Context: an optimization exercise on an open-source flow, tuned for small area. The choices shown serve that exercise and are no tape-out recipe. Only simulation tests tie the RTL to the original design; equivalence was not proved. Power and IR drop assume default switching activity.

==> design.v <==
module msf60_decoder (
    input  wire        clk,
    input  wire        rst,
    input  wire [15:0] cfg_padding_ms,           
    input  wire        cfg_carrier_off_level,
    input  wire        edge_valid,
    input  wire        edge_level,
    input  wire [31:0] edge_time_ms,
    output wire        edge_ready,
    output reg         time_available,
    output reg  [2:0]  parity_outcome,
    output wire [7:0]  frame_length_seconds,
    output wire [1:0]  leap_second_indicator,
    output wire [7:0]  lf_minute_bcd,
    output wire [7:0]  lf_hour_bcd,
    output wire [7:0]  lf_weekday_bcd,
    output wire [7:0]  lf_date_bcd,
    output wire [7:0]  lf_month_bcd,
    output wire [7:0]  lf_year_bcd,
    output reg         lf_dst_active,
    output reg         lf_dst_imminent,
    output wire [15:0] lf_dut1_positive_ms,
    output wire [15:0] lf_dut1_negative_ms,
    output wire [1:0]  lf_leap_second_indicator,
    output wire [7:0]  lf_frame_length_seconds,
    output wire [63:0] lf_epoch_seconds
);
    localparam [2:0] S_IDLE  = 3'd0,    
                     S_CHECK = 3'd1,    
                     S_PAR   = 3'd2,    
                     S_LOAD  = 3'd3,    
                     S_EPOCH = 3'd4,    
                     S_INIT  = 3'd5;    
    reg [2:0]  state;
    reg [15:0] padding_ms;
    reg        carrier_off_level;
    reg [31:0] last_pulse_start;
    reg [31:0] pending_pulse_start;
    reg        last_zero;                
    reg        pending_zero;             
    reg        b_only;
    reg        frame_ready;
    reg [5:0]  bit_pointer;
    reg [42:0] wa;
    reg [6:0]  wb;
    reg [3:0]  dut1_pos_run;
    reg [3:0]  dut1_neg_run;
    reg        fl_v, fl_d1, fl_d0;
    reg        lfl_v, lfl_d1, lfl_d0;
    reg [34:0] fields;
    reg [3:0]  dut1_pos;
    reg [3:0]  dut1_neg;
    reg [32:0] epoch;
    reg [4:0]  pass;
    reg [5:0]  bitc;
    reg [1:0]  carry;
    reg [6:1]  dly;
    reg        pacc;
    assign edge_ready = (state == S_IDLE);
    wire [7:0] yr = fields[34:27];
    wire [4:0] mo = fields[26:22];
    wire [5:0] dt = fields[21:16];
    wire [2:0] wd = fields[15:13];
    wire [5:0] hr = fields[12:7];
    wire [6:0] mi = fields[6:0];
    wire        is_start = (edge_level == carrier_off_level);
    wire        sel_last = is_start && !last_zero;
    wire        sel_pend = !is_start && !pending_zero;
    wire [31:0] opnd     = ({32{sel_last}} & last_pulse_start) | ({32{sel_pend}} & pending_pulse_start);
    wire [32:0] bw;
    wire [31:0] diff;
    assign bw[0] = 1'b0;
    genvar k;
    generate for (k = 0; k < 32; k = k + 1) begin : g_sub
        assign diff[k]  = edge_time_ms[k] ^ opnd[k] ^ bw[k];
        assign bw[k+1]  = (!edge_time_ms[k] & opnd[k]) | (!(edge_time_ms[k] ^ opnd[k]) & bw[k]);
    end endgenerate
    wire        diff_hi  = |diff[31:16];
    wire [17:0] pa = {2'b00, diff[15:0]};
    wire [17:0] pb = {{2{padding_ms[15]}}, padding_ms};
    wire [18:0] pc;
    wire [17:0] psum;
    assign pc[0] = 1'b0;
    generate for (k = 0; k < 18; k = k + 1) begin : g_pad
        assign psum[k]  = pa[k] ^ pb[k] ^ pc[k];
        assign pc[k+1]  = (pa[k] & pb[k]) | ((pa[k] ^ pb[k]) & pc[k]);
    end endgenerate
    wire signed [17:0] padded = psum;
    wire ge100 = padded >= 18'sd100;
    wire ge200 = padded >= 18'sd200;
    wire ge300 = padded >= 18'sd300;
    wire ge400 = padded >= 18'sd400;
    wire ge500 = padded >= 18'sd500;
    wire ge600 = padded >= 18'sd600;
    wire sym1 = !diff_hi && ge100 && !ge200;
    wire sym2 = !diff_hi && ge200 && !ge300;
    wire sym3 = !diff_hi && ge300 && !ge400;
    wire sym5 = !diff_hi && ge500 && !ge600;
    wire sym_data = sym1 || sym2 || sym3;
    wire near_last = !diff_hi && (diff[15:0] < 16'd300);
    wire bit_a = !sym1;
    wire bit_b = sym3 || (sym1 && b_only);
    wire       ptr_last = (bit_pointer == 6'd63);
    wire [5:0] next_ptr = bit_pointer + {5'd0, !b_only};
    wire       marker_match = (wa[7:0] == 8'h7E);
    wire       s_bit        = wa[42];
    wire [5:0] j            = bitc;
    reg        grp_end;
    reg        grp_par;
    reg  [2:0] grp_code;
    always @(*) begin
        grp_end = 1'b1;
        case (j)
            6'd7:    begin grp_par = wb[5]; grp_code = 3'd1; end
            6'd18:   begin grp_par = wb[4]; grp_code = 3'd2; end
            6'd21:   begin grp_par = wb[3]; grp_code = 3'd3; end
            6'd34:   begin grp_par = wb[2]; grp_code = 3'd4; end
            default: begin grp_par = 1'b0;  grp_code = 3'd0; grp_end = 1'b0; end
        endcase
    end
    wire grp_fail  = grp_end && (pacc ^ s_bit ^ grp_par);
    wire rot_end   = (bitc == 6'd42);
    assign frame_length_seconds    = {2'b00, fl_v, fl_v, fl_v, fl_d1, fl_v & !fl_d1, fl_d0};
    assign leap_second_indicator   = {fl_v & !fl_d1 & !fl_d0, fl_v & !fl_d0};
    assign lf_frame_length_seconds = {2'b00, lfl_v, lfl_v, lfl_v, lfl_d1, lfl_v & !lfl_d1, lfl_d0};
    assign lf_leap_second_indicator = {lfl_v & !lfl_d1 & !lfl_d0, lfl_v & !lfl_d0};
    assign lf_year_bcd    = yr;
    assign lf_month_bcd   = {3'b000, mo};
    assign lf_date_bcd    = {2'b00, dt};
    assign lf_weekday_bcd = {5'b00000, wd};
    assign lf_hour_bcd    = {2'b00, hr};
    assign lf_minute_bcd  = {1'b0, mi};
    assign lf_epoch_seconds = {31'd0, epoch};
    function [15:0] x100(input [3:0] c);
        x100 = (c == 4'd0) ? 16'd0   : (c == 4'd1) ? 16'd100 : (c == 4'd2) ? 16'd200 :
               (c == 4'd3) ? 16'd300 : (c == 4'd4) ? 16'd400 : (c == 4'd5) ? 16'd500 :
               (c == 4'd6) ? 16'd600 : (c == 4'd7) ? 16'd700 : 16'd800;
    endfunction
    assign lf_dut1_positive_ms = x100(dut1_pos);
    assign lf_dut1_negative_ms = x100(dut1_neg);
    wire [3:0] yt = yr[7:4];
    wire [3:0] yu = yr[3:0];
    wire       y2d   = (yt < 4'd9) || (yt == 4'd9 && yu <= 4'd9);
    wire       gt130 = (yt >= 4'd14) || (yt == 4'd13 && yu != 4'd0) || (yt == 4'd12 && yu >= 4'd11);
    wire       eq130 = (yt == 4'd13 && yu == 4'd0) || (yt == 4'd12 && yu == 4'd10);
    wire [5:0] u     = {1'b0, yt, 1'b0} + {2'b00, yu} + {4'd0, y2d, 1'b0};
    wire [5:0] u1    = u + 6'd1;
    wire [3:0] g     = u1[5:2];
    wire       is_leap = (u[1:0] == 2'd2) && !eq130;
    wire       adj   = is_leap && (mo[4] || mo[3:0] > 4'd2);
    wire [8:0] mdb =
        (mo == 5'h02) ? 9'd31  : (mo == 5'h03) ? 9'd59  : (mo == 5'h04) ? 9'd90  :
        (mo == 5'h05) ? 9'd120 : (mo == 5'h06) ? 9'd151 : (mo == 5'h07) ? 9'd181 :
        (mo == 5'h08) ? 9'd212 : (mo == 5'h09) ? 9'd243 :
        (mo == 5'h0A || mo == 5'h10) ? 9'd273 :
        (mo == 5'h0B || mo == 5'h11) ? 9'd304 :
        (mo == 5'h0C || mo == 5'h12) ? 9'd334 : 9'd0;    
    localparam [63:0] K10956 = 64'd10956;
    wire kconst_bit = y2d ? (K10956[i] ^ (i == 6'd0 && adj)) :
                      (i == 6'd0) ? !(adj ^ gt130) : (!adj || gt130);
    wire       r  = epoch[0];
    wire [5:0] i  = bitc;
    reg        e0, e1, e2, e3, e6;
    reg  [3:0] dsel;
    reg  [1:0] doff;
    reg        use_k, use_m;
    always @(*) begin
        e0 = 1'b0; e1 = 1'b0; e2 = 1'b0; e3 = 1'b0; e6 = 1'b0;
        dsel = 4'd0; doff = 2'd0; use_k = 1'b0; use_m = 1'b0;
        case (pass)
            5'd0:  begin dsel = yt; end
            5'd1:  begin e3 = 1'b1; e1 = 1'b1; dsel = yu; end
            5'd2:  begin e2 = 1'b1; e0 = 1'b1; end
            5'd3:  begin e6 = 1'b1; e3 = 1'b1; e0 = 1'b1; dsel = yt; doff = 2'd1; end
            5'd4:  begin e0 = 1'b1; use_k = 1'b1; end
            5'd5:  begin e0 = 1'b1; use_m = 1'b1; end
            5'd6:  begin e0 = 1'b1; dsel = g; end
            5'd7:  begin e0 = 1'b1; dsel = {2'b00, dt[5:4]}; doff = 2'd3; end
            5'd8:  begin e0 = 1'b1; dsel = {2'b00, dt[5:4]}; doff = 2'd1; end
            5'd9:  begin e0 = 1'b1; dsel = dt[3:0]; end
            5'd10: begin e1 = 1'b1; e0 = 1'b1; dsel = {2'b00, hr[5:4]}; end
            5'd11: begin e2 = 1'b1; dsel = {2'b00, hr[5:4]}; end
            5'd12: begin e1 = 1'b1; dsel = hr[3:0]; end
            5'd13: begin e2 = 1'b1; e1 = 1'b1; dsel = {1'b0, mi[6:4]}; end
            5'd14: begin e2 = 1'b1; e0 = 1'b1; end
            5'd15: begin e1 = 1'b1; dsel = mi[3:0]; end
            5'd16: begin e3 = 1'b1; e2 = 1'b1; end
            5'd17: begin e2 = 1'b1; e0 = 1'b1; end
            default: ;
        endcase
    end
    wire [5:0] di     = i - {4'd0, doff};
    wire       dbit   = (di < 6'd4) && dsel[di[1:0]];
    wire       addend = use_k ? kconst_bit : use_m ? ((i < 6'd9) && mdb[i[3:0]]) : dbit;
    wire [2:0] ssum = {2'b00, e0 & r} + {2'b00, e1 & dly[1]} + {2'b00, e2 & dly[2]} +
                      {2'b00, e3 & dly[3]} + {2'b00, e6 & dly[6]} + {2'b00, addend} +
                      {1'b0, carry};
    wire pass_end = (bitc == 6'd32);
    wire in_epoch = (state == S_EPOCH);
    wire in_rot   = (state == S_PAR) || (state == S_LOAD);
    wire counting = in_rot || in_epoch || (state == S_INIT);
    wire cnt_end  = in_epoch ? pass_end : rot_end;
    always @(posedge clk) begin
        if (rst) begin
            state               <= S_INIT;
            padding_ms          <= cfg_padding_ms;
            carrier_off_level   <= cfg_carrier_off_level;
            bit_pointer         <= 6'd0;
            last_zero           <= 1'b1;
            pending_zero        <= 1'b1;
            b_only              <= 1'b0;
            frame_ready         <= 1'b0;
            time_available      <= 1'b0;
            parity_outcome      <= 3'd0;
            fl_v                <= 1'b0;
            fl_d1               <= 1'b0;
            fl_d0               <= 1'b0;
            lfl_v               <= 1'b0;
            lfl_d1              <= 1'b0;
            lfl_d0              <= 1'b0;
            lf_dst_active       <= 1'b0;
            lf_dst_imminent     <= 1'b0;
            dut1_pos            <= 4'd0;
            dut1_neg            <= 4'd0;
        end else begin
            case (state)
                S_IDLE: begin
                    if (edge_valid) begin
                        if (is_start) begin
                            b_only              <= near_last;
                            pending_pulse_start <= edge_time_ms;
                            pending_zero        <= 1'b0;
                        end else begin
                            time_available <= 1'b0;
                            if (sym5) begin
                                last_pulse_start <= pending_pulse_start;
                                last_zero        <= pending_zero;
                                if (frame_ready) begin
                                    time_available <= 1'b1;
                                    frame_ready    <= 1'b0;
                                end
                                bit_pointer <= 6'd0;
                            end else if (sym_data) begin
                                last_pulse_start <= pending_pulse_start;
                                last_zero        <= pending_zero;
                                if (ptr_last && !b_only) begin
                                    bit_pointer <= 6'd0;
                                end else begin
                                    bit_pointer <= next_ptr;
                                    if (b_only) begin
                                        wa[0] <= bit_a;
                                        wb[0] <= bit_b;
                                    end else begin
                                        wa <= {wa[41:0], bit_a};
                                        wb <= {wb[5:0], bit_b};
                                        if (bit_pointer == 6'd1)
                                            dut1_pos_run <= {3'd0, wb[0]};
                                        else if (bit_pointer >= 6'd2 && bit_pointer <= 6'd8)
                                            dut1_pos_run <= dut1_pos_run + {3'd0, wb[0]};
                                        if (bit_pointer == 6'd9)
                                            dut1_neg_run <= {3'd0, wb[0]};
                                        else if (bit_pointer >= 6'd10 && bit_pointer <= 6'd16)
                                            dut1_neg_run <= dut1_neg_run + {3'd0, wb[0]};
                                    end
                                    if (next_ptr >= 6'd58 && next_ptr <= 6'd61)
                                        state <= S_CHECK;
                                end
                            end
                        end
                    end
                end
                S_CHECK: begin
                    state <= S_IDLE;
                    if (marker_match) begin
                        fl_v           <= 1'b1;
                        fl_d1          <= bit_pointer[2];
                        fl_d0          <= bit_pointer[0];
                        parity_outcome <= 3'd0;
                        state          <= S_PAR;
                    end
                end
                S_PAR: begin
                    wa <= {wa[41:0], wa[42]};
                    if (grp_fail && parity_outcome == 3'd0)
                        parity_outcome <= grp_code;
                    if (rot_end) begin
                        if (parity_outcome == 3'd0) begin
                            frame_ready <= 1'b1;
                            state       <= S_LOAD;
                        end else begin
                            frame_ready <= 1'b0;
                            state       <= S_IDLE;
                        end
                    end
                end
                S_LOAD: begin
                    wa <= {wa[41:0], wa[42]};
                    if (rot_end) begin
                        lf_dst_active   <= wb[1];
                        lf_dst_imminent <= wb[6];
                        dut1_pos        <= dut1_pos_run;
                        dut1_neg        <= dut1_neg_run;
                        lfl_v           <= 1'b1;
                        lfl_d1          <= bit_pointer[2];
                        lfl_d0          <= bit_pointer[0];
                        state           <= S_EPOCH;
                    end
                end
                S_EPOCH: begin
                    if (pass_end && pass == 5'd17)
                        state <= S_IDLE;
                end
                S_INIT: begin
                    if (rot_end)
                        state <= S_IDLE;
                end
                default: state <= S_IDLE;
            endcase
        end
    end
    always @(posedge clk) begin
        if ((state == S_LOAD && bitc <= 6'd34) || state == S_INIT)
            fields <= {fields[33:0], (state == S_LOAD) & wa[42]};
        if (in_epoch || state == S_INIT)
            epoch <= {in_epoch & ssum[0], epoch[32:1]};
    end
    always @(posedge clk) begin
        if (counting && !cnt_end && !rst)
            bitc <= bitc + 6'd1;
        else
            bitc <= 6'd0;
        if (in_epoch && !pass_end) begin
            carry <= ssum[2:1];
            dly   <= {dly[5:1], r};
        end else begin
            carry <= 2'd0;
            dly   <= 6'd0;
        end
        if (!in_epoch)
            pass <= 5'd0;
        else if (pass_end)
            pass <= pass + 5'd1;
        pacc <= (state == S_PAR) && !grp_end && (pacc ^ s_bit);
    end
endmodule
==> flow/run.sh <==
#!/bin/bash
set -euo pipefail
export BUFFER_PORTS_ARGS="-buffer_cell sky130_fd_sc_hd__buf_1"
export CTS_ARGS="-sink_clustering_enable -repair_clock_nets -buf_list sky130_fd_sc_hd__clkbuf_4 -sink_clustering_size 8 -sink_clustering_max_diameter 100 -dont_use_dummy_load"
export SKIP_REPAIR_TIE_FANOUT=1
bash standard.sh > flow_make.log 2>&1
==> standard.sh <==
#!/bin/bash
# synth_recipe.tcl (not shown) runs the flow's synth.tcl, then flattens the netlist and writes it again
# the make line also repeats each setting of config.mk as NAME=value (left out here)
make -C /OpenROAD-flow-scripts/flow DESIGN_CONFIG=/design/flow/config.mk WORK_HOME=/design/flow/orfs CLKGATE_MAP_FILE= SYNTH_SCRIPT=/design/flow/synth_recipe.tcl "${@:-finish}"
==> config.mk <==
export PLATFORM = sky130hd
export DESIGN_NAME = msf60_decoder
export DESIGN_NICKNAME = msf60_decoder
export VERILOG_FILES = /design/flow/design.v
export SDC_FILE = /design/flow/constraint.sdc
export NUM_CORES = 4
export LEC_CHECK = 0
export CAP_MARGIN = 20
export CORE_MARGIN = 2
export CORE_UTILIZATION = 40
export SLEW_MARGIN = 20
==> constraint.sdc <==
create_clock -name core_clock -period 15.0 [get_ports {clk}]
set_input_delay 3.0000 -clock core_clock [delete_from_list [all_inputs] [get_ports {clk}]]
set_output_delay 3.0000 -clock core_clock [all_outputs]
set_load 0.01 [all_outputs]
==> results of run 1 <==
[cell usage after synthesis (6+ instances only)]
library cell	instances	area [µm²]
sky130_fd_sc_hd__a211oi_1	12	90.1
sky130_fd_sc_hd__a21o_1	7	52.6
sky130_fd_sc_hd__a21oi_1	33	165
sky130_fd_sc_hd__a22o_1	19	166
sky130_fd_sc_hd__a22oi_1	18	135
sky130_fd_sc_hd__a31oi_1	6	37.5
sky130_fd_sc_hd__and2_1	11	68.8
sky130_fd_sc_hd__and3_1	8	50.1
sky130_fd_sc_hd__buf_4	75	563
sky130_fd_sc_hd__clkbuf_1	28	105
sky130_fd_sc_hd__dfxtp_1	53	1060
sky130_fd_sc_hd__edfxtp_1	207	6220
sky130_fd_sc_hd__fa_1	52	1040
sky130_fd_sc_hd__ha_1	27	338
sky130_fd_sc_hd__inv_1	55	206
sky130_fd_sc_hd__mux2i_1	23	230
sky130_fd_sc_hd__nand2_1	36	135
sky130_fd_sc_hd__nand2b_1	11	68.8
sky130_fd_sc_hd__nand3_1	31	155
sky130_fd_sc_hd__nand3b_1	6	45.0
sky130_fd_sc_hd__nand4_1	11	68.8
sky130_fd_sc_hd__nor2_1	88	330
sky130_fd_sc_hd__nor2b_1	27	169
sky130_fd_sc_hd__nor3_1	16	80.1
sky130_fd_sc_hd__nor3b_1	6	45.0
sky130_fd_sc_hd__nor4_1	10	62.6
sky130_fd_sc_hd__o211ai_1	9	67.6
sky130_fd_sc_hd__o21ai_0	21	105
sky130_fd_sc_hd__xnor2_1	21	184
sky130_fd_sc_hd__xor2_1	12	105
[kinds of logic after synthesis]
kind of cell             share of synthesized area
adder cells (fa/ha/maj)                      0.107
XOR/XNOR                                    0.0225
flip-flops                                   0.566
multiplexers                                0.0197
buffers and inverters                       0.0712
other                                     0.000292
AO/OA/AOI/OAI                               0.0941
AND/OR/NAND/NOR                              0.119
[registers in the layout, indices dropped and copies added, names as in the netlist, 5 cells and up]
name	count
wb	7
fields	35
dly	6
epoch	33
padding_ms	16
pending_pulse_start	32
pass	5
bit_pointer	6
bitc	6
last_pulse_start	32
wa	43
[power by group through the flow]
stage / registers [W] / logic (W) / clock network, W
CTS: 0.000778 / 0.0000756 / 0.000371
global route: 0.000779 / 0.0000866 / 0.000396
global placement: 0.000795 / 0.0000740 / 0
finish: 0.000778 / 0.0000757 / 0.000348
floorplan: 0.000793 / 0.0000662 / 0
detailed placement: 0.000795 / 0.0000753 / 0
[through the flow]
step	utilization	total power (W)	cells	TNS [ns]
6_report	0.434	0.00120	1535	0
5_1_grt	0.434	0.00126	1535	0
3_3_place_gp	0.424	0.000869	1496	0
2_1_floorplan	-	0.000859	1028	0
4_1_cts	0.433	0.00123	1534	0
3_5_place_dp	0.424	0.000870	1496	-1.64
[per-layer routing]
layer / global-route usage / part of all wire / vias to the layer above
met1: 0.220 / 0.48 / 3922
met3: 0.0342 / 0.058 / 37
met2: 0.232 / 0.44 / 253
met5: 0 / 0 / -
li1: - / - / 3856
met4: 0.0493 / 0.022 / 0
[cell type report]
| type | count | area, µm² |
|---|---|---|
| fill | 2939 | 17900 |
| sequential | 260 | 7280 |
| multi-input combinational | 601 | 4710 |
| timing repair buffer | 173 | 729 |
| tap | 402 | 503 |
| clock buffer | 38 | 285 |
| inverter | 60 | 225 |
| antenna | 1 | 2.50 |
[worst max-delay path by stage]
stage	slack, ns	start	depth (start not counted)	endpoint
final	0.52	edge_level	42	dut1_neg_run[2]
after global routing	0.06	edge_level	41	dut1_pos_run[1]
after CTS	0.52	edge_level	42	dut1_neg_run[3]
after detailed placement	-0.13	edge_level	42	dut1_neg_run[1]
after global placement	0.1	edge_level	42	dut1_neg_run[3]
after floorplan	0.06	edge_level	41	wa[10]
[repair_timing]
item / CTS / global route
gates resized for setup: 0 / 3
hold buffers: 0 / 0
endpoints found under the setup margin: 0 / 6
==> flow_summary.json, run 1 <==
{
  "whs_path_depth": 0,
  "pwr-share-comb": 0.063,
  "synth.net_count": 1160,
  "setup.worst_path.end_class": "register",
  "detail_route.iter0.violations": 643,
  "clock_tree.htree_level_count": 2,
  "finalSetupViolations": 0,
  "dieHeight_um": 183,
  "reg2reg_slack_ns": 2.48,
  "clk_transition_reported_paths_ns": 0.09,
  "initial_core_util": 0.407,
  "gp_congestion": 0.811,
  "worst_path_most_repeated_cell": "sky130_fd_sc_hd__fa_1",
  "grt_start_max_net_pins": 65,
  "antenna_found_initial": 1,
  "pre_cts_ws_ns": -0.133,
  "final_common_cell": "sky130_fd_sc_hd__edfxtp_1",
  "final.min_clock_period_ns": 14.48,
  "slew_headroom": 0.332,
  "dieWidth_um": 183,
  "r2r_end": "dut1_neg_run[2]",
  "routed_wire_length_per_instance_um": 16.8,
  "achievable_frequency_mhz": 69.1,
  "cts-root-buf": "sky130_fd_sc_hd__clkbuf_4",
  "ir_drop_mv": 0.0512,
  "switching_share": 0.235,
  "core_um2": 31600,
  "design_area_um2": 13700,
  "status": "timing/DRC/antenna clean",
  "worstHoldEndpoint": "wa[11]",
  "fp-row-count": 65,
  "power.density_cell_area_nw_per_um2": 87.5,
  "cp_slowest_stage_delay_ns": 0.56,
  "synth.yosys.seq_area_share": 0.566,
  "design.portCount": 224,
  "min_path_type": "reg2reg",
  "layout.nets": 1266,
  "post-cts-setup-buffer-count": 0,
  "switching_power_w": 0.000283,
  "drt_pass1_iterations": 5,
  "r2r.worst_path.cells": 41,
  "max_cap_violations": 0,
  "clock_sinks": 260,
  "synthesis.instances": 1028,
  "design_internal_power_w": 0.000919,
  "cp_data_arrival_time_ns": 14.82,
  "vias": 8068,
  "timing_worst_setup_path_type": "in2reg",
  "hpwl_um": 18100,
  "critPathSlowestCell": "sky130_fd_sc_hd__or4_4",
  "grtUsageTotal": 0.154,
  "ys_seq_elements": 260,
  "global_route.overflow_total": 0,
  "fp.dieArea_um2": 33600,
  "grt_setup_unrepaired": "no",
  "share_clk_of_total_power": 0.289,
  "final_hold_viol_count": 0,
  "syn-cell-area_um2": 12900,
  "layout-area-overhead-vs-synth_pct": 6.74,
  "timing.clock.skew_ns": 0.0856,
  "critPathRequiredTime_ns": 15.34,
  "post_dp_cell_area_um2": 13400,
  "post_drt_via_cell_ratio": 5.26,
  "first_pass_grt_wire_length_um": 41400,
  "ys.warnings.count": 1,
  "worst_pin_slew_ns": 0.995,
  "drc": 0,
  "asyncSetResetFlopFracSynth": 0,
  "cp_top_family": "adder cells",
  "holdCritStartpoint": "wa[10]",
  "ant_nets": 0,
  "netlist-cell-type-count": 74,
  "drv_slew": 0,
  "source_to_sink_clock_delay_at_the_later_pin_of_the_worst_skew_pair_ns": 0.68,
  "synth_top_flop_cell": "sky130_fd_sc_hd__edfxtp_1",
  "static-leakage-power_nw": 5.00,
  "timing.critical_path.buf_inv": 3,
  "power.sequential.fraction": 0.648,
  "post-route-worst-setup-slack_ns": 0.521,
  "syn_area_per_cell_um2": 12.5,
  "tritoncts.num_buffers": 38,
  "most_frequent_cells_in_the_layout": "207 x sky130_fd_sc_hd__edfxtp_1, 157 x sky130_fd_sc_hd__buf_1, 85 x sky130_fd_sc_hd__nor2_1",
  "detail_route.wirelength_um": 25800,
  "number_of_enable_flip_flop_cells_after_synthesis": 207,
  "io_buffer_count": 159,
  "drive_above_1_share": 0.0733,
  "worst_setup_path_start_kind": "input pin",
  "worst_r2r_startpoint": "carrier_off_level",
  "cts_tree": "built",
  "clock_path_buffers": 3,
  "first_global_vias": 7853,
  "hold-worst-slack_ns": 0.410,
  "min_period_over_period": 0.965,
  "worst-path-max-fanout": 6
}
==> run 2, diff against run 1 <==
==> flow/run.sh (replaced) <==
#!/bin/bash
set -euo pipefail
export BUFFER_PORTS_ARGS="-buffer_cell sky130_fd_sc_hd__buf_1"
export CTS_ARGS="-sink_clustering_enable -repair_clock_nets -buf_list sky130_fd_sc_hd__clkbuf_4 -sink_clustering_size 10 -sink_clustering_max_diameter 60 -dont_use_dummy_load"
export SKIP_REPAIR_TIE_FANOUT=1
bash standard.sh > flow_make.log 2>&1
==> flow_summary.json, run 2 <==
{
  "status": "timing/DRC/antenna clean",
  "clock_path_buffers": 3,
  "clock_sinks": 260,
  "largestRegisters": "wa x43, fields x35, epoch x33",
  "layout.nets": 1262,
  "drv_slew": 0,
  "syn_area_per_cell_um2": 12.5,
  "grtUsageTotal": 0.153,
  "static-leakage-power_nw": 4.98,
  "routed_wire_length_per_instance_um": 16.9,
  "flip_flop_count_of_the_largest_register_all_copies_and_words_added": 43,
  "critPathRequiredTime_ns": 15.35,
  "most_frequent_cells_in_the_layout": "207 x sky130_fd_sc_hd__edfxtp_1, 157 x sky130_fd_sc_hd__buf_1, 85 x sky130_fd_sc_hd__nor2_1",
  "hpwl_um": 18100,
  "vias": 8072,
  "source_to_sink_clock_delay_at_the_later_pin_of_the_worst_skew_pair_ns": 0.68,
  "ys_seq_elements": 260,
  "initial_core_util": 0.407,
  "share_clk_of_total_power": 0.279,
  "drive_above_1_share": 0.0700,
  "yosys.area.top_type": "sky130_fd_sc_hd__edfxtp_1",
  "detail_route.wirelength_um": 25800,
  "worst_setup_path_start_kind": "input pin",
  "first_pass_grt_wire_length_um": 41200,
  "detail_route.iter0.violations": 613,
  "worst_path_most_repeated_cell": "sky130_fd_sc_hd__fa_1",
  "gp_congestion": 0.811,
  "synth.yosys.seq_area_share": 0.566,
  "worst_pin_slew_ns": 1.01,
  "asyncSetResetFlopFracSynth": 0,
  "antenna_found_initial": 1,
  "number_of_enable_flip_flop_cells_after_synthesis": 207,
  "syn-cell-area_um2": 12900,
  "postLayoutCoreUtil": 0.433,
  "timing_worst_setup_path_type": "in2reg",
  "core_um2": 31600,
  "switching_share": 0.234,
  "report.power.total_w": 0.00118,
  "worst-path-max-fanout": 6,
  "final_hold_viol_count": 0,
  "io_buffer_count": 159,
  "slew_headroom": 0.321,
  "max_cap_violations": 0,
  "synth_commonest_cells": "207 x sky130_fd_sc_hd__edfxtp_1, 88 x sky130_fd_sc_hd__nor2_1, 75 x sky130_fd_sc_hd__buf_4, 55 x sky130_fd_sc_hd__inv_1, 53 x sky130_fd_sc_hd__dfxtp_1",
  "final_common_cell": "sky130_fd_sc_hd__edfxtp_1",
  "multi_input_comb_area_um2": 4710,
  "post_drt_via_cell_ratio": 5.27,
  "timing.clock.skew_ns": 0.112,
  "synthesis.instances": 1028,
  "power.density_cell_area_nw_per_um2": 86.5,
  "ys.warnings.count": 1,
  "layout-area-overhead-vs-synth_pct": 6.51,
  "ant_nets": 0,
  "global_route.overflow_total": 0,
  "design.portCount": 224,
  "dieHeight_um": 183,
  "clock_tree.htree_level_count": 2,
  "synth_top_flop_cell": "sky130_fd_sc_hd__edfxtp_1",
  "cp_data_arrival_time_ns": 14.83,
  "cp_slowest_stage_delay_ns": 0.57,
  "ys_top_cells_by_area": "sky130_fd_sc_hd__edfxtp_1 48%, sky130_fd_sc_hd__dfxtp_1 8.2%, sky130_fd_sc_hd__fa_1 8.1%",
  "tritoncts.num_buffers": 34,
  "final.min_clock_period_ns": 14.48,
  "achievable_frequency_mhz": 69.1,
  "first_global_vias": 7827,
  "drt_pass1_iterations": 6,
  "fp.dieArea_um2": 33600,
  "largest-register": "wa",
  "power.sequential.fraction": 0.657,
  "dieWidth_um": 183,
  "synth.net_count": 1160,
  "clk_transition_reported_paths_ns": 0.11,
  "sequential_cell_area_um2": 7280,
  "finalSetupViolations": 0,
  "synth.most_common_cell": "sky130_fd_sc_hd__edfxtp_1",
  "cts-root-buf": "sky130_fd_sc_hd__clkbuf_4",
  "setup.worst_path.end_class": "register",
  "switching_power_w": 0.000277,
  "critPathSlowestCell": "sky130_fd_sc_hd__or4_4",
  "ir_drop_mv": 0.0577,
  "drc": 0,
  "netlist-cell-type-count": 74,
  "grt_setup_unrepaired": "no",
  "cts_tree": "built",
  "min_period_over_period": 0.965,
  "pwr-share-comb": 0.064,
  "fp-row-count": 65,
  "n_fill_cell": 2928,
  "design_internal_power_w": 0.000908,
  "synth.top_cell.area_share": 0.483,
  "grt_start_max_net_pins": 65,
  "min_path_type": "reg2reg"
}
==> run 2: cell counts after synthesis <==
No cell type changed its count.
==> run 2: layout make-up <==
type                            instances  share of cell area
Antenna cell                            1            0.000183
Clock buffer                           34              0.0186
Tap cell                              402              0.0367
Timing Repair Buffer                  173              0.0533
Sequential cell                       260               0.531
Inverter                               60              0.0164
Multi-Input combinational cell        601               0.344
==> run 2: metal layers <==
metal	routed length, µm	share of wire	global-route usage
met4	521	0.020	0.0458
met2	11400	0.44	0.233
met1	12300	0.48	0.219
met5	0	0	0.00296
met3	1550	0.060	0.0322
==> run 2: final timing paths <==
| path | from | to | slack, ns | cells past startpoint |
|---|---|---|---|---|
| setup / recovery | edge_level | dut1_neg_run[2] | 0.52 | 42 |
| hold / removal | wa[38] | wa[39] | 0.38 | 0 |
| setup reg to reg | carrier_off_level | dut1_neg_run[2] | 2.48 | 41 |
| hold reg to reg | wa[38] | wa[39] | 0.38 | 0 |
==> run 2: cells by family (layout without fill, tap and decap cells) <==
logic type | count (synthesis) | in the layout | share of synthesized area
flip-flops | 260 | 260 | 0.566
AO/OA/AOI/OAI | 171 | 171 | 0.0941
multiplexers | 25 | 25 | 0.0197
XOR/XNOR | 33 | 33 | 0.0225
adder cells (fa/ha/maj) | 79 | 79 | 0.107
AND/OR/NAND/NOR | 292 | 292 | 0.119
other | 1 | 2 | 0.000292
buffers and inverters | 167 | 267 | 0.0712
==> run 2: critical path: cells and delay by family <==
| kind | cells | cell delay [ns] |
|---|---|---|
| AOI/OAI and AO/OA | 1 | 0.24 |
| xor gates and xnor gates | 1 | 0.18 |
| adders and majority gates | 31 | 9.45 |
| buffers and inverters | 3 | 0.39 |
| and+or+nand+nor | 6 | 1.55 |
==> run 2: power groups by stage <==
stage          registers [W]  clock network, W  logic (W)
5_1_grt             0.000780          0.000376  0.0000866
3_5_place_dp        0.000795                 0  0.0000753
6_report            0.000779          0.000330  0.0000757
3_3_place_gp        0.000795                 0  0.0000740
4_1_cts             0.000779          0.000353  0.0000756
2_1_floorplan       0.000793                 0  0.0000662
==> run 2: stage by stage <==
stage | instances | setup slack [ns] | setup TNS, ns | hold WS (ns) | cell area, µm²
4_1_cts | 1530 | 0.497 | 0 | 0.382 | 13700
3_5_place_dp | 1496 | -0.133 | -1.64 | 0.405 | 13400
2_1_floorplan | 1028 | 0.0626 | 0 | 0.400 | 12900
5_1_grt | 1531 | 0.0564 | 0 | 0.391 | 13700
6_report | 1531 | 0.522 | 0 | 0.384 | 13700
3_3_place_gp | 1496 | 0.0963 | 0 | 0.403 | 13400
==> run 2: timing repair <==
item | CTS | global route
endpoints found under the setup margin | 0 | 5
buffers inserted | 0 | 0
hold buffers | 0 | 0
resized for setup | 0 | 3
==> run 3, diff against run 2 <==
==> flow/run.sh (replaced) <==
#!/bin/bash
set -euo pipefail
export BUFFER_PORTS_ARGS="-buffer_cell sky130_fd_sc_hd__buf_1"
export CTS_ARGS="-sink_clustering_enable -repair_clock_nets -buf_list sky130_fd_sc_hd__clkbuf_4 -sink_clustering_size 9 -sink_clustering_max_diameter 80 -dont_use_dummy_load"
export SKIP_REPAIR_TIE_FANOUT=1
bash standard.sh > flow_make.log 2>&1
==> flow_summary.json, run 3 <==
{
  "synth.mux.area_fraction": 0.0197,
  "setup.worst_path.end_class": "register",
  "final.min_clock_period_ns": 14.52,
  "post-route-worst-setup-slack_ns": 0.476,
  "number_of_enable_flip_flop_cells_after_synthesis": 207,
  "largestRegisters": "wa x43, fields x35, epoch x33",
  "slew_headroom": 0.298,
  "holdCritStartpoint": "pending_pulse_start[5]",
  "achievable_frequency_mhz": 68.9,
  "ys_top_cells_by_area": "sky130_fd_sc_hd__edfxtp_1 48%, sky130_fd_sc_hd__dfxtp_1 8.2%, sky130_fd_sc_hd__fa_1 8.1%",
  "synth.yosys.seq_area_share": 0.566,
  "grt_start_max_net_pins": 65,
  "synth_top_family_by_area": "simple AND/OR/NAND/NOR gates",
  "first_global_vias": 7823,
  "yosys.area.top_type": "sky130_fd_sc_hd__edfxtp_1",
  "drt_pass1_iterations": 5,
  "detail_route.iter0.violations": 667,
  "dieHeight_um": 183,
  "syn-cell-area_um2": 12900,
  "source_to_sink_clock_delay_at_the_later_pin_of_the_worst_skew_pair_ns": 0.65,
  "synth_commonest_cells": "207 x sky130_fd_sc_hd__edfxtp_1, 88 x sky130_fd_sc_hd__nor2_1, 75 x sky130_fd_sc_hd__buf_4, 55 x sky130_fd_sc_hd__inv_1, 53 x sky130_fd_sc_hd__dfxtp_1",
  "ys.warnings.count": 1,
  "fp.dieArea_um2": 33600,
  "worst-path-max-fanout": 6,
  "cp_slowest_stage_delay_ns": 0.57,
  "max_cap_violations": 0,
  "cp_data_arrival_time_ns": 14.83,
  "critPathSlowestCell": "sky130_fd_sc_hd__or4_4",
  "finalSetupViolations": 0,
  "timing.critical_path.buf_inv": 3,
  "cts_hold_buffers": 0,
  "synthesis.instances": 1028,
  "worst_r2r_startpoint": "carrier_off_level",
  "synthAdderAreaFrac": 0.107,
  "synth.most_common_cell": "sky130_fd_sc_hd__edfxtp_1",
  "cts-root-buf": "sky130_fd_sc_hd__clkbuf_4",
  "drv_slew": 0,
  "ant_nets": 0,
  "synth.top_cell.area_share": 0.483,
  "clock_path_buffers": 3,
  "pre_cts_ws_ns": -0.133,
  "ys_seq_elements": 260,
  "final_common_cell": "sky130_fd_sc_hd__edfxtp_1",
  "worst_path_most_repeated_cell": "sky130_fd_sc_hd__fa_1",
  "first_pass_grt_wire_length_um": 41200,
  "initial_core_util": 0.407,
  "largest-register": "wa",
  "drive_above_1_share": 0.0709,
  "synth_top_flop_cell": "sky130_fd_sc_hd__edfxtp_1",
  "worst_setup_path_start_kind": "input pin",
  "syn_area_per_cell_um2": 12.5,
  "layout-area-overhead-vs-synth_pct": 6.57,
  "most_frequent_cells_in_the_layout": "207 x sky130_fd_sc_hd__edfxtp_1, 157 x sky130_fd_sc_hd__buf_1, 85 x sky130_fd_sc_hd__nor2_1",
  "status": "timing/DRC/antenna clean",
  "crit_start": "edge_level",
  "synthSimpleGateAreaFrac": 0.119,
  "final_hold_viol_count": 0,
  "detail_route.wirelength_um": 25700,
  "clk_transition_reported_paths_ns": 0.10,
  "design.portCount": 224,
  "critPathRequiredTime_ns": 15.31,
  "synth_xor_area_frac": 0.0225,
  "core_um2": 31600,
  "report.power.total_w": 0.00119,
  "antenna_found_initial": 1,
  "min_period_over_period": 0.968,
  "power.density_cell_area_nw_per_um2": 86.5,
  "min_path_type": "reg2reg",
  "gp_congestion": 0.811,
  "drc": 0,
  "layout.nets": 1263,
  "grtUsageTotal": 0.152,
  "post_drt_via_cell_ratio": 5.27,
  "netlist-cell-type-count": 74,
  "fp-row-count": 65,
  "static-leakage-power_nw": 4.99,
  "flip_flop_count_of_the_largest_register_all_copies_and_words_added": 43,
  "dieWidth_um": 183,
  "synth_compound_gate_area_share": 0.0941,
  "hpwl_um": 18100,
  "timing.clock.skew_ns": 0.103,
  "vias": 8077,
  "asyncSetResetFlopFracSynth": 0,
  "ir_drop_mv": 0.0561,
  "global_route.overflow_total": 0,
  "grt_setup_unrepaired": "no",
  "cts_tree": "built",
  "worst_pin_slew_ns": 1.05,
  "io_buffer_count": 159,
  "synth.net_count": 1160,
  "clock_sinks": 260,
  "tritoncts.num_buffers": 35,
  "timing_worst_setup_path_type": "in2reg",
  "clock_tree.htree_level_count": 2,
  "routed_wire_length_per_instance_um": 16.8,
  "cp_top_family": "adder cells"
}
run 3: cell counts after synthesis:
No cell type changed its count.
run 3: final timing paths:
check / to / slack (ns) / depth (start not counted)
setup reg to reg: dut1_neg_run[2] / 2.45 / 41
hold reg to reg: last_pulse_start[5] / 0.41 / 0
hold / removal: last_pulse_start[5] / 0.41 / 0
setup / recovery: dut1_neg_run[2] / 0.48 / 42
run 3: kinds of logic after synthesis:
| logic type | Yosys count |
|---|---|
| AOI/OAI and AO/OA | 171 |
| xor gates and xnor gates | 33 |
| adders and majority gates | 79 |
| buffers and inverters | 167 |
| DFF | 260 |
| muxes | 25 |
| other | 1 |
| and+or+nand+nor | 292 |
run 3: layout make-up:
class,instances,area (µm²)
diodes,1,2.50
well taps,402,503
inverters,60,225
flip-flops and latches,260,7280
clock buffers,35,263
fillers,2937,17900
multi-input cells,601,4710
repair buffers,173,729
run 3: worst reg2reg max path, delay by kind of cell (launching register included):
kind,cells,cell delay [ns]
AND/OR/NAND/NOR,6,1.58
flip-flops,1,0.47
XOR/XNOR,1,0.23
adder cells (fa/ha/maj),31,9.46
AO/OA/AOI/OAI,1,0.24
buffers and inverters,2,0.26
run 3: metal layers:
metal | global-route usage | vias to the layer above | wire length (µm)
li1 | - | 3848 | -
met1 | 0.220 | 3943 | 12400
met2 | 0.233 | 249 | 11400
met3 | 0.0296 | 37 | 1460
met4 | 0.0410 | 0 | 494
met5 | 0 | - | 0
run 3: power breakdown:
part	total, W	leakage (nW)	internal (W)	switching [W]
registers	0.000778	2.61	0.000773	0.00000496
logic	0.0000757	2.22	0.0000291	0.0000466
clock network	0.000331	0.161	0.000108	0.000223
run 3: what timing repair did:
action	in CTS	in global routing
setup buffers	0	0
endpoints found under the hold margin	0	0
resized for setup	0	3
setup endpoints to repair	0	6
run 3: metrics by stage:
step / utilization / cells / TNS (ns) / hold WS, ns / instance area (µm²)
global placement: 0.424 / 1496 / 0 / 0.403 / 13400
detailed placement: 0.424 / 1496 / -1.64 / 0.405 / 13400
CTS: 0.433 / 1531 / 0 / 0.408 / 13700
finish: 0.433 / 1532 / 0 / 0.411 / 13700
global route: 0.433 / 1532 / 0 / 0.424 / 13700
floorplan: - / 1028 / 0 / 0.400 / 12900
==> run 4, diff against run 3 <==
==> flow/run.sh (replaced) <==
#!/bin/bash
set -euo pipefail
export BUFFER_PORTS_ARGS="-buffer_cell sky130_fd_sc_hd__buf_1"
export CTS_ARGS="-sink_clustering_enable -repair_clock_nets -buf_list sky130_fd_sc_hd__clkbuf_4 -sink_clustering_size 10 -sink_clustering_max_diameter 80 -dont_use_dummy_load"
export SKIP_REPAIR_TIE_FANOUT=1
bash standard.sh > flow_make.log 2>&1
==> flow_summary.json, run 4 <==
{
  "source_to_sink_clock_delay_at_the_later_pin_of_the_worst_skew_pair_ns": 0.70,
  "design.portCount": 224,
  "synth.top_cell.area_share": 0.483,
  "drt_pass1_iterations": 5,
  "initial_core_util": 0.407,
  "synth.net_count": 1160,
  "detail_route.iter0.violations": 675,
  "worst-path-max-fanout": 6,
  "final_cells": 1527,
  "worst_r2r_startpoint": "carrier_off_level",
  "ys.warnings.count": 1,
  "post-route-worst-setup-slack_ns": 0.506,
  "critPathRequiredTime_ns": 15.40,
  "gp_congestion": 0.811,
  "ant_nets": 0,
  "worst_setup_path_start_kind": "input pin",
  "syn-cell-area_um2": 12900,
  "min_path_type": "reg2reg",
  "layout.nets": 1258,
  "synth.yosys.seq_area_share": 0.566,
  "synth.most_common_cell": "sky130_fd_sc_hd__edfxtp_1",
  "reg2reg_slack_ns": 2.49,
  "dieHeight_um": 183,
  "final_hold_viol_count": 0,
  "flip_flop_count_of_the_largest_register_all_copies_and_words_added": 43,
  "worstHoldEndpoint": "wa[28]",
  "dp.cells": 1496,
  "largestRegisters": "wa x43, fields x35, epoch x33",
  "yosys.area.top_type": "sky130_fd_sc_hd__edfxtp_1",
  "worst_path_most_repeated_cell": "sky130_fd_sc_hd__fa_1",
  "cts_hold_buffers": 0,
  "number_of_enable_flip_flop_cells_after_synthesis": 207,
  "ys_seq_elements": 260,
  "detail_route.wirelength_um": 25500,
  "timing.clock.skew_ns": 0.0723,
  "cp_slowest_stage_delay_ns": 0.57,
  "hpwl_um": 18100,
  "static-leakage-power_nw": 4.96,
  "clock_sinks": 260,
  "syn_area_per_cell_um2": 12.5,
  "clock_tree.htree_level_count": 1,
  "grt_start_max_net_pins": 65,
  "cts_tree": "built",
  "core_um2": 31600,
  "post_drt_via_cell_ratio": 5.26,
  "worst_pin_slew_ns": 1.01,
  "first_pass_grt_wire_length_um": 40800,
  "first_global_vias": 7763,
  "io_buffer_count": 159,
  "vias": 8035,
  "grtUsageTotal": 0.149,
  "post_cts.resized_instances": 0,
  "max_cap_violations": 0,
  "ir_drop_mv": 0.0588,
  "largest-register": "wa",
  "netlist-cell-type-count": 74,
  "design_area_um2": 13700,
  "post-cts-setup-buffer-count": 0,
  "most_frequent_cells_in_the_layout": "207 x sky130_fd_sc_hd__edfxtp_1, 158 x sky130_fd_sc_hd__buf_1, 85 x sky130_fd_sc_hd__nor2_1",
  "r2r_end": "dut1_neg_run[2]",
  "power.density_cell_area_nw_per_um2": 85.1,
  "antenna_found_initial": 1,
  "status": "timing/DRC/antenna clean",
  "fp-row-count": 65,
  "holdCritStartpoint": "wa[27]",
  "synth_top_flop_cell": "sky130_fd_sc_hd__edfxtp_1",
  "routed_wire_length_per_instance_um": 16.7,
  "slew_headroom": 0.327,
  "clk_transition_reported_paths_ns": 0.11,
  "final.min_clock_period_ns": 14.49,
  "global_route.overflow_total": 0,
  "cp_data_arrival_time_ns": 14.89,
  "whs_path_depth": 0,
  "critPathSlowestCell": "sky130_fd_sc_hd__or4_4",
  "hold-worst-slack_ns": 0.407,
  "drc": 0,
  "clock_path_buffers": 3,
  "tritoncts.num_buffers": 30,
  "achievable_frequency_mhz": 69.0,
  "layout-area-overhead-vs-synth_pct": 6.15,
  "dieWidth_um": 183,
  "drv_slew": 0,
  "report.power.total_w": 0.00116,
  "synthesis.instances": 1028,
  "fp.dieArea_um2": 33600,
  "min_period_over_period": 0.966,
  "pre_cts_ws_ns": -0.133,
  "final_common_cell": "sky130_fd_sc_hd__edfxtp_1",
  "ys_top_cells_by_area": "sky130_fd_sc_hd__edfxtp_1 48%, sky130_fd_sc_hd__dfxtp_1 8.2%, sky130_fd_sc_hd__fa_1 8.1%",
  "grt_setup_unrepaired": "no",
  "cts-root-buf": "sky130_fd_sc_hd__clkbuf_4",
  "r2r.worst_path.cells": 41,
  "synth_commonest_cells": "207 x sky130_fd_sc_hd__edfxtp_1, 88 x sky130_fd_sc_hd__nor2_1, 75 x sky130_fd_sc_hd__buf_4, 55 x sky130_fd_sc_hd__inv_1, 53 x sky130_fd_sc_hd__dfxtp_1",
  "asyncSetResetFlopFracSynth": 0,
  "finalSetupViolations": 0,
  "timing_worst_setup_path_type": "in2reg",
  "post_dp_cell_area_um2": 13400,
  "setup.worst_path.end_class": "register",
  "drive_above_1_share": 0.0641
}
-- run 4: area by class of cell --
cell class / instances / area, µm²
multi-input combinational: 601 / 4690
tap: 402 / 503
antenna: 1 / 2.50
clock buffer: 30 / 225
timing repair buffer: 173 / 728
sequential: 260 / 7280
fill: 2934 / 18000
inverter: 60 / 225
-- run 4: stage by stage --
step                       util  TNS [ns]
after global placement    0.424         0
after detailed placement  0.424     -1.64
after CTS                 0.431         0
after global routing      0.432         0
after floorplan               -         0
final                     0.432         0
-- run 4: worst max-delay path by stage --
stage,cells past startpoint,to,from
after floorplan,41,wa[10],edge_level
after global placement,42,dut1_neg_run[3],edge_level
after detailed placement,42,dut1_neg_run[1],edge_level
after CTS,42,dut1_neg_run[2],edge_level
after global routing,41,dut1_pos_run[1],edge_level
final,42,dut1_neg_run[2],edge_level
-- run 4: power breakdown --
group	internal (W)	leakage, nW	total [W]	switching (W)
clock network	0.0000913	0.138	0.000308	0.000217
logic	0.0000288	2.21	0.0000753	0.0000465
registers	0.000774	2.61	0.000778	0.00000482
-- run 4: critical path: cells and delay by family --
kind            cells  cell delay (ns)
compound gates      1             0.24
buf+inv             3             0.39
simple gates        6             1.57
xor+xnor            1             0.25
fa+ha+maj          31             9.42
-- run 4: cell families after synthesis --
kind of cell,Yosys count,share of synthesized area
AND/OR/NAND/NOR,292,0.119
flip-flops,260,0.566
AO/OA/AOI/OAI,171,0.0941
buffers and inverters,167,0.0712
adder cells (fa/ha/maj),79,0.107
XOR/XNOR,33,0.0225
multiplexers,25,0.0197
other,1,0.000292
-- run 4: metal layers --
metal  global-route usage  routed length [µm]
met5                    0                   0
met4               0.0355                 549
met3               0.0268                1450
met2                0.232               11200
met1                0.218               12300
==> run 5, diff against run 4 <==
--- a/flow/run.sh
+++ b/flow/run.sh
@@ -1,4 +1,10 @@
 #!/bin/bash
+# Own layout flow: the standard flow with its standard synthesis unchanged, plus
+# - port buffers of the smallest buffer cell (buf_1) instead of the buffer_ports default;
+# - a clock tree of clkbuf_4 sink-cluster buffers (10 sinks each) without dummy load cells;
+# - one shared tie-low cell for the constant outputs (no per-load tie cloning).
+# The make output goes to flow_make.log in the folder this runs in; ORFS keeps each
+# step's log under orfs/logs/.
 set -euo pipefail
 export BUFFER_PORTS_ARGS="-buffer_cell sky130_fd_sc_hd__buf_1"
 export CTS_ARGS="-sink_clustering_enable -repair_clock_nets -buf_list sky130_fd_sc_hd__clkbuf_4 -sink_clustering_size 10 -sink_clustering_max_diameter 80 -dont_use_dummy_load"
==> flow_summary.json, run 5 <==
{
  "detail_route.wirelength_um": 25500,
  "worst-path-max-fanout": 6,
  "pre_cts_ws_ns": -0.133,
  "synthesis.instances": 1028,
  "cts_tree": "built",
  "syn-cell-area_um2": 12900,
  "timing_worst_setup_path_type": "in2reg",
  "ys.warnings.count": 1,
  "asyncSetResetFlopFracSynth": 0,
  "share_clk_of_total_power": 0.265,
  "synth.yosys.seq_area_share": 0.566,
  "worst_r2r_startpoint": "carrier_off_level",
  "syn_area_per_cell_um2": 12.5,
  "cts-root-buf": "sky130_fd_sc_hd__clkbuf_4",
  "synth_commonest_cells": "207 x sky130_fd_sc_hd__edfxtp_1, 88 x sky130_fd_sc_hd__nor2_1, 75 x sky130_fd_sc_hd__buf_4, 55 x sky130_fd_sc_hd__inv_1, 53 x sky130_fd_sc_hd__dfxtp_1",
  "post-cts-setup-buffer-count": 0,
  "post_cts.resized_instances": 0,
  "source_to_sink_clock_delay_at_the_later_pin_of_the_worst_skew_pair_ns": 0.70,
  "min_period_over_period": 0.966,
  "synth_top_flop_cell": "sky130_fd_sc_hd__edfxtp_1",
  "tritoncts.num_buffers": 30,
  "holdCritStartpoint": "wa[27]",
  "design_internal_power_w": 0.000894,
  "clock_path_buffers": 3,
  "fp-row-count": 65,
  "layout-area-overhead-vs-synth_pct": 6.15,
  "routed_wire_length_per_instance_um": 16.7,
  "reg2reg_slack_ns": 2.49,
  "global_route.overflow_total": 0,
  "drt_pass1_iterations": 5,
  "clock_tree.htree_level_count": 1,
  "globalRoute.busiestLayer": "met2",
  "vias": 8035,
  "clock_sinks": 260,
  "grt.met2_usage": 0.232,
  "core_um2": 31600,
  "static-leakage-power_nw": 4.96,
  "worst_pin_slew_ns": 1.01,
  "initial_core_util": 0.407,
  "flip_flop_count_of_the_largest_register_all_copies_and_words_added": 43,
  "cp_data_arrival_time_ns": 14.89,
  "crit_start": "edge_level",
  "largest-register": "wa",
  "dieHeight_um": 183,
  "power.density_cell_area_nw_per_um2": 85.1,
  "min_path_type": "reg2reg",
  "antenna_found_initial": 1,
  "detail_route.iter0.violations": 675,
  "worst_path_most_repeated_cell": "sky130_fd_sc_hd__fa_1",
  "final.min_clock_period_ns": 14.49,
  "max_cap_violations": 0,
  "drc": 0,
  "switching_share": 0.231,
  "timing.clock.skew_ns": 0.0723,
  "largestRegisters": "wa x43, fields x35, epoch x33",
  "clk_transition_reported_paths_ns": 0.11,
  "first_pass_grt_wire_length_um": 40800,
  "grt_setup_unrepaired": "no",
  "report.power.total_w": 0.00116,
  "status": "timing/DRC/antenna clean",
  "achievable_frequency_mhz": 69.0,
  "fp.dieArea_um2": 33600,
  "post_drt_via_cell_ratio": 5.26,
  "yosys.area.top_type": "sky130_fd_sc_hd__edfxtp_1",
  "pwr-share-comb": 0.065,
  "switching_power_w": 0.000268,
  "critPathSlowestCell": "sky130_fd_sc_hd__or4_4",
  "cts_hold_buffers": 0,
  "drive_above_1_share": 0.0641,
  "critPathRequiredTime_ns": 15.40,
  "ys_seq_elements": 260,
  "slew_headroom": 0.327,
  "power.sequential.fraction": 0.670,
  "finalSetupViolations": 0,
  "drv_slew": 0,
  "setup.worst_path.end_class": "register",
  "dieWidth_um": 183,
  "number_of_enable_flip_flop_cells_after_synthesis": 207,
  "grt_start_max_net_pins": 65,
  "most_frequent_cells_in_the_layout": "207 x sky130_fd_sc_hd__edfxtp_1, 158 x sky130_fd_sc_hd__buf_1, 85 x sky130_fd_sc_hd__nor2_1",
  "first_global_vias": 7763,
  "groute.layer.met3.usage": 0.0268,
  "synth.net_count": 1160,
  "ys_top_cells_by_area": "sky130_fd_sc_hd__edfxtp_1 48%, sky130_fd_sc_hd__dfxtp_1 8.2%, sky130_fd_sc_hd__fa_1 8.1%",
  "groute.layer.met1.usage": 0.218,
  "ir_drop_mv": 0.0588,
  "post-route-worst-setup-slack_ns": 0.506,
  "layout.nets": 1258,
  "io_buffer_count": 159,
  "design.portCount": 224,
  "synth.top_cell.area_share": 0.483,
  "hpwl_um": 18100,
  "final_hold_viol_count": 0,
  "final_common_cell": "sky130_fd_sc_hd__edfxtp_1",
  "gp_congestion": 0.811,
  "ant_nets": 0,
  "cp_slowest_stage_delay_ns": 0.57,
  "synth.most_common_cell": "sky130_fd_sc_hd__edfxtp_1",
  "netlist-cell-type-count": 74,
  "worst_setup_path_start_kind": "input pin",
  "grtUsageTotal": 0.149
}
==> run 5: cell families after synthesis <==
family	synth area share
AO/OA/AOI/OAI	0.0941
multiplexers	0.0197
AND/OR/NAND/NOR	0.119
flip-flops	0.566
XOR/XNOR	0.0225
adder cells (fa/ha/maj)	0.107
other	0.000292
buffers and inverters	0.0712
==> run 5: per-stage QoR <==
step / hold WS, ns / utilization / cells / setup TNS [ns] / cell area (µm²)
2_1_floorplan: 0.400 / - / 1028 / 0 / 12900
3_3_place_gp: 0.403 / 0.424 / 1496 / 0 / 13400
3_5_place_dp: 0.405 / 0.424 / 1496 / -1.64 / 13400
4_1_cts: 0.407 / 0.431 / 1526 / 0 / 13600
5_1_grt: 0.419 / 0.432 / 1527 / 0 / 13700
6_report: 0.407 / 0.432 / 1527 / 0 / 13700
==> run 5: path summary, 6_finish.rpt <==
check	end	cells after the start
setup / recovery	dut1_neg_run[2]	42
hold / removal	wa[28]	0
hold reg to reg	wa[28]	0
setup reg to reg	dut1_neg_run[2]	41
==> run 5: area by class of cell <==
type                    count  area, µm²
repair buffers            173        728
well taps                 402        503
flip-flops and latches    260       7280
clock buffers              30        225
multi-input cells         601       4690
inverters                  60        225
diodes                      1       2.50
fillers                  2934      18000
==> run 5: critical path: cells and delay by family <==
kind,cells,cell delay [ns]
buffers and inverters,3,0.39
adders and majority gates,31,9.42
and+or+nand+nor,6,1.57
xor gates and xnor gates,1,0.25
AOI/OAI and AO/OA,1,0.24
==> run 5: power by group through the flow <==
stage / registers [W] / logic, W / clock network [W]
global placement: 0.000795 / 0.0000740 / 0
global route: 0.000779 / 0.0000862 / 0.000351
CTS: 0.000779 / 0.0000756 / 0.000330
finish: 0.000778 / 0.0000753 / 0.000308
floorplan: 0.000793 / 0.0000662 / 0
detailed placement: 0.000795 / 0.0000753 / 0
==> run 5: layer usage <==
| metal | wire, µm | up-vias |
|---|---|---|
| met5 | 0 | - |
| met4 | 549 | 0 |
| met3 | 1450 | 34 |
| met2 | 11200 | 257 |
| met1 | 12300 | 3905 |
| li1 | - | 3839 |
==> run 6, diff against run 5 <==
--- a/flow/run.sh
+++ b/flow/run.sh
@@ -7,6 +7,6 @@
 # step's log under orfs/logs/.
 set -euo pipefail
 export BUFFER_PORTS_ARGS="-buffer_cell sky130_fd_sc_hd__buf_1"
-export CTS_ARGS="-sink_clustering_enable -repair_clock_nets -buf_list sky130_fd_sc_hd__clkbuf_4 -sink_clustering_size 10 -sink_clustering_max_diameter 80 -dont_use_dummy_load"
+export CTS_ARGS="-sink_clustering_enable -repair_clock_nets -buf_list sky130_fd_sc_hd__clkbuf_4 -sink_clustering_size 10 -sink_clustering_max_diameter 40 -dont_use_dummy_load"
 export SKIP_REPAIR_TIE_FANOUT=1
 bash standard.sh > flow_make.log 2>&1
==> flow_summary.json, run 6 <==
{
  "fp.dieArea_um2": 33600,
  "final.min_clock_period_ns": 14.50,
  "drive_above_1_share": 0.0774,
  "most_frequent_cells_in_the_layout": "207 x sky130_fd_sc_hd__edfxtp_1, 157 x sky130_fd_sc_hd__buf_1, 85 x sky130_fd_sc_hd__nor2_1",
  "slew_headroom": 0.327,
  "switching_share": 0.229,
  "clock_path_buffers": 3,
  "setup.worst_path.end_class": "register",
  "power.density_cell_area_nw_per_um2": 88.1,
  "layout.nets": 1271,
  "io_buffer_count": 159,
  "min_path_type": "reg2reg",
  "initial_core_util": 0.407,
  "grtUsageTotal": 0.151,
  "reg2reg_slack_ns": 2.44,
  "post_dp_cell_area_um2": 13400,
  "gp_congestion": 0.811,
  "timing_worst_setup_path_type": "in2reg",
  "first_global_vias": 7892,
  "clock_sinks": 260,
  "synth.most_common_cell": "sky130_fd_sc_hd__edfxtp_1",
  "design_internal_power_w": 0.000934,
  "dp.cells": 1496,
  "core_um2": 31600,
  "fp-row-count": 65,
  "power.sequential.fraction": 0.642,
  "worst_setup_path_start_kind": "input pin",
  "cp_data_arrival_time_ns": 14.81,
  "cts_tree": "built",
  "drv_slew": 0,
  "final_common_cell": "sky130_fd_sc_hd__edfxtp_1",
  "hpwl_um": 18100,
  "synth_top_flop_cell": "sky130_fd_sc_hd__edfxtp_1",
  "critPathRequiredTime_ns": 15.31,
  "detail_route.iter0.violations": 655,
  "clock_tree.htree_level_count": 2,
  "drc": 0,
  "detail_route.wirelength_um": 25600,
  "ys.warnings.count": 1,
  "critPathSlowestCell": "sky130_fd_sc_hd__or4_4",
  "pwr-share-comb": 0.063,
  "worst-path-max-fanout": 6,
  "grt_start_max_net_pins": 65,
  "source_to_sink_clock_delay_at_the_later_pin_of_the_worst_skew_pair_ns": 0.68,
  "post-cts-setup-buffer-count": 0,
  "pre_cts_ws_ns": -0.133,
  "ys_seq_elements": 260,
  "flip_flop_count_of_the_largest_register_all_copies_and_words_added": 43,
  "yosys.area.top_type": "sky130_fd_sc_hd__edfxtp_1",
  "worst_pin_slew_ns": 1.00,
  "layout-area-overhead-vs-synth_pct": 7.05,
  "synth.net_count": 1160,
  "clk_transition_reported_paths_ns": 0.10,
  "drt_pass1_iterations": 9,
  "post-route-worst-setup-slack_ns": 0.500,
  "ys_top_cells_by_area": "sky130_fd_sc_hd__edfxtp_1 48%, sky130_fd_sc_hd__dfxtp_1 8.2%, sky130_fd_sc_hd__fa_1 8.1%",
  "cts_hold_buffers": 0,
  "syn-cell-area_um2": 12900,
  "final_hold_viol_count": 0,
  "ir_drop_mv": 0.0512,
  "cp_slowest_stage_delay_ns": 0.56,
  "timing.clock.skew_ns": 0.0913,
  "synth.yosys.seq_area_share": 0.566,
  "dieHeight_um": 183,
  "vias": 8113,
  "synth.top_cell.area_share": 0.483,
  "final_cells": 1541,
  "first_pass_grt_wire_length_um": 41100,
  "largestRegisters": "wa x43, fields x35, epoch x33",
  "cts-root-buf": "sky130_fd_sc_hd__clkbuf_4",
  "synth_commonest_cells": "207 x sky130_fd_sc_hd__edfxtp_1, 88 x sky130_fd_sc_hd__nor2_1, 75 x sky130_fd_sc_hd__buf_4, 55 x sky130_fd_sc_hd__inv_1, 53 x sky130_fd_sc_hd__dfxtp_1",
  "syn_area_per_cell_um2": 12.5,
  "status": "timing/DRC/antenna clean",
  "timing.setup.tns_ns": 0,
  "dieWidth_um": 183,
  "static-leakage-power_nw": 5.02,
  "tritoncts.num_buffers": 43,
  "post_cts.resized_instances": 0,
  "design.portCount": 224,
  "share_clk_of_total_power": 0.295,
  "min_period_over_period": 0.967,
  "finalSetupViolations": 0,
  "largest-register": "wa",
  "number_of_enable_flip_flop_cells_after_synthesis": 207,
  "post_drt_via_cell_ratio": 5.26,
  "achievable_frequency_mhz": 69.0,
  "design_area_um2": 13800,
  "global_route.overflow_total": 0,
  "hold-worst-slack_ns": 0.391,
  "asyncSetResetFlopFracSynth": 0,
  "worst_path_most_repeated_cell": "sky130_fd_sc_hd__fa_1",
  "netlist-cell-type-count": 74,
  "ant_nets": 0,
  "antenna_found_initial": 1,
  "routed_wire_length_per_instance_um": 16.6,
  "synthesis.instances": 1028,
  "switching_power_w": 0.000278,
  "max_cap_violations": 0,
  "grt_setup_unrepaired": "no"
}
## run 6: critical path: cells and delay by family
kind            cells  cell delay, ns
buf+inv             3            0.39
xor+xnor            1            0.18
simple gates        6            1.55
compound gates      1            0.24
fa+ha+maj          31            9.43
## run 6: through the flow
step | utilization | total power, W
finish | 0.435 | 0.00121
global route | 0.435 | 0.00127
CTS | 0.435 | 0.00123
detailed placement | 0.424 | 0.000870
global placement | 0.424 | 0.000869
floorplan | - | 0.000859
## run 6: cell type report
type	count	area [µm²]
fillers	2945	17900
well taps	402	503
diodes	2	5.00
inverters	60	225
flip-flops and latches	260	7280
multi-input cells	601	4710
clock buffers	43	323
repair buffers	173	729
## run 6: power groups by stage
stage	combinational [W]	clock, W	sequential [W]
finish	0.0000758	0.000358	0.000779
global route	0.0000867	0.000404	0.000780
CTS	0.0000756	0.000378	0.000779
detailed placement	0.0000753	0	0.000795
global placement	0.0000740	0	0.000795
floorplan	0.0000662	0	0.000793
## run 6: kinds of logic (layout without fill, tap and decap cells)
family                     count (synthesis)  in the layout  share of synthesized area
AOI/OAI and AO/OA                        171            171                     0.0941
muxes                                     25             25                     0.0197
DFF                                      260            260                      0.566
and+or+nand+nor                          292            292                      0.119
xor gates and xnor gates                  33             33                     0.0225
other                                      1              3                   0.000292
adders and majority gates                 79             79                      0.107
buffers and inverters                    167            276                     0.0712
## run 6: worst paths after layout
kind	cells past startpoint	startpoint	end
setup / recovery	42	edge_level	dut1_neg_run[3]
hold / removal	0	wa[16]	wa[17]
setup reg to reg	41	carrier_off_level	dut1_neg_run[3]
hold reg to reg	0	wa[16]	wa[17]
## run 6: layer usage
layer,track usage,part of all wire
met1,0.218,0.48
met5,0,0
met3,0.0322,0.059
met4,0.0406,0.020
met2,0.230,0.44

## what the ideal ports hide
The flow's constraints put no driver on any port. The routed layouts listed below were extracted and timed again, unchanged, in two steps. Step 1, drivers: a clkbuf_16 drives clk and a buf_2 each remaining input, both assumed. Step 2 also shifts input and output timing later by t, the mid clock arrival at the registers, as if the neighbouring blocks saw the same clock. Slacks: no drivers / after step 1 / after step 2; pairs: no drivers / after step 1.
| run | shift t [ns] | setup WS [ns] | worst setup path at the end | clock arrival spread, ns |
|---|---|---|---|---|
| run 1 | 0.688 | 0.521 / 0.535 / -0.152 | input to register | 0.089 / 0.089 |
| run 2 | 0.672 | 0.522 / 0.535 / -0.137 | input to register | 0.112 / 0.112 |
| run 3 | 0.652 | 0.476 / 0.493 / -0.159 | input to register | 0.106 / 0.106 |
| run 4 | 0.711 | 0.506 / 0.521 / -0.190 | input to register | 0.079 / 0.079 |
| run 5 | 0.711 | 0.506 / 0.521 / -0.190 | input to register | 0.079 / 0.079 |
| run 6 | 0.677 | 0.500 / 0.514 / -0.163 | input to register | 0.099 / 0.098 |
Met with ideal ports but missed after step 2: setup timing in every run listed.
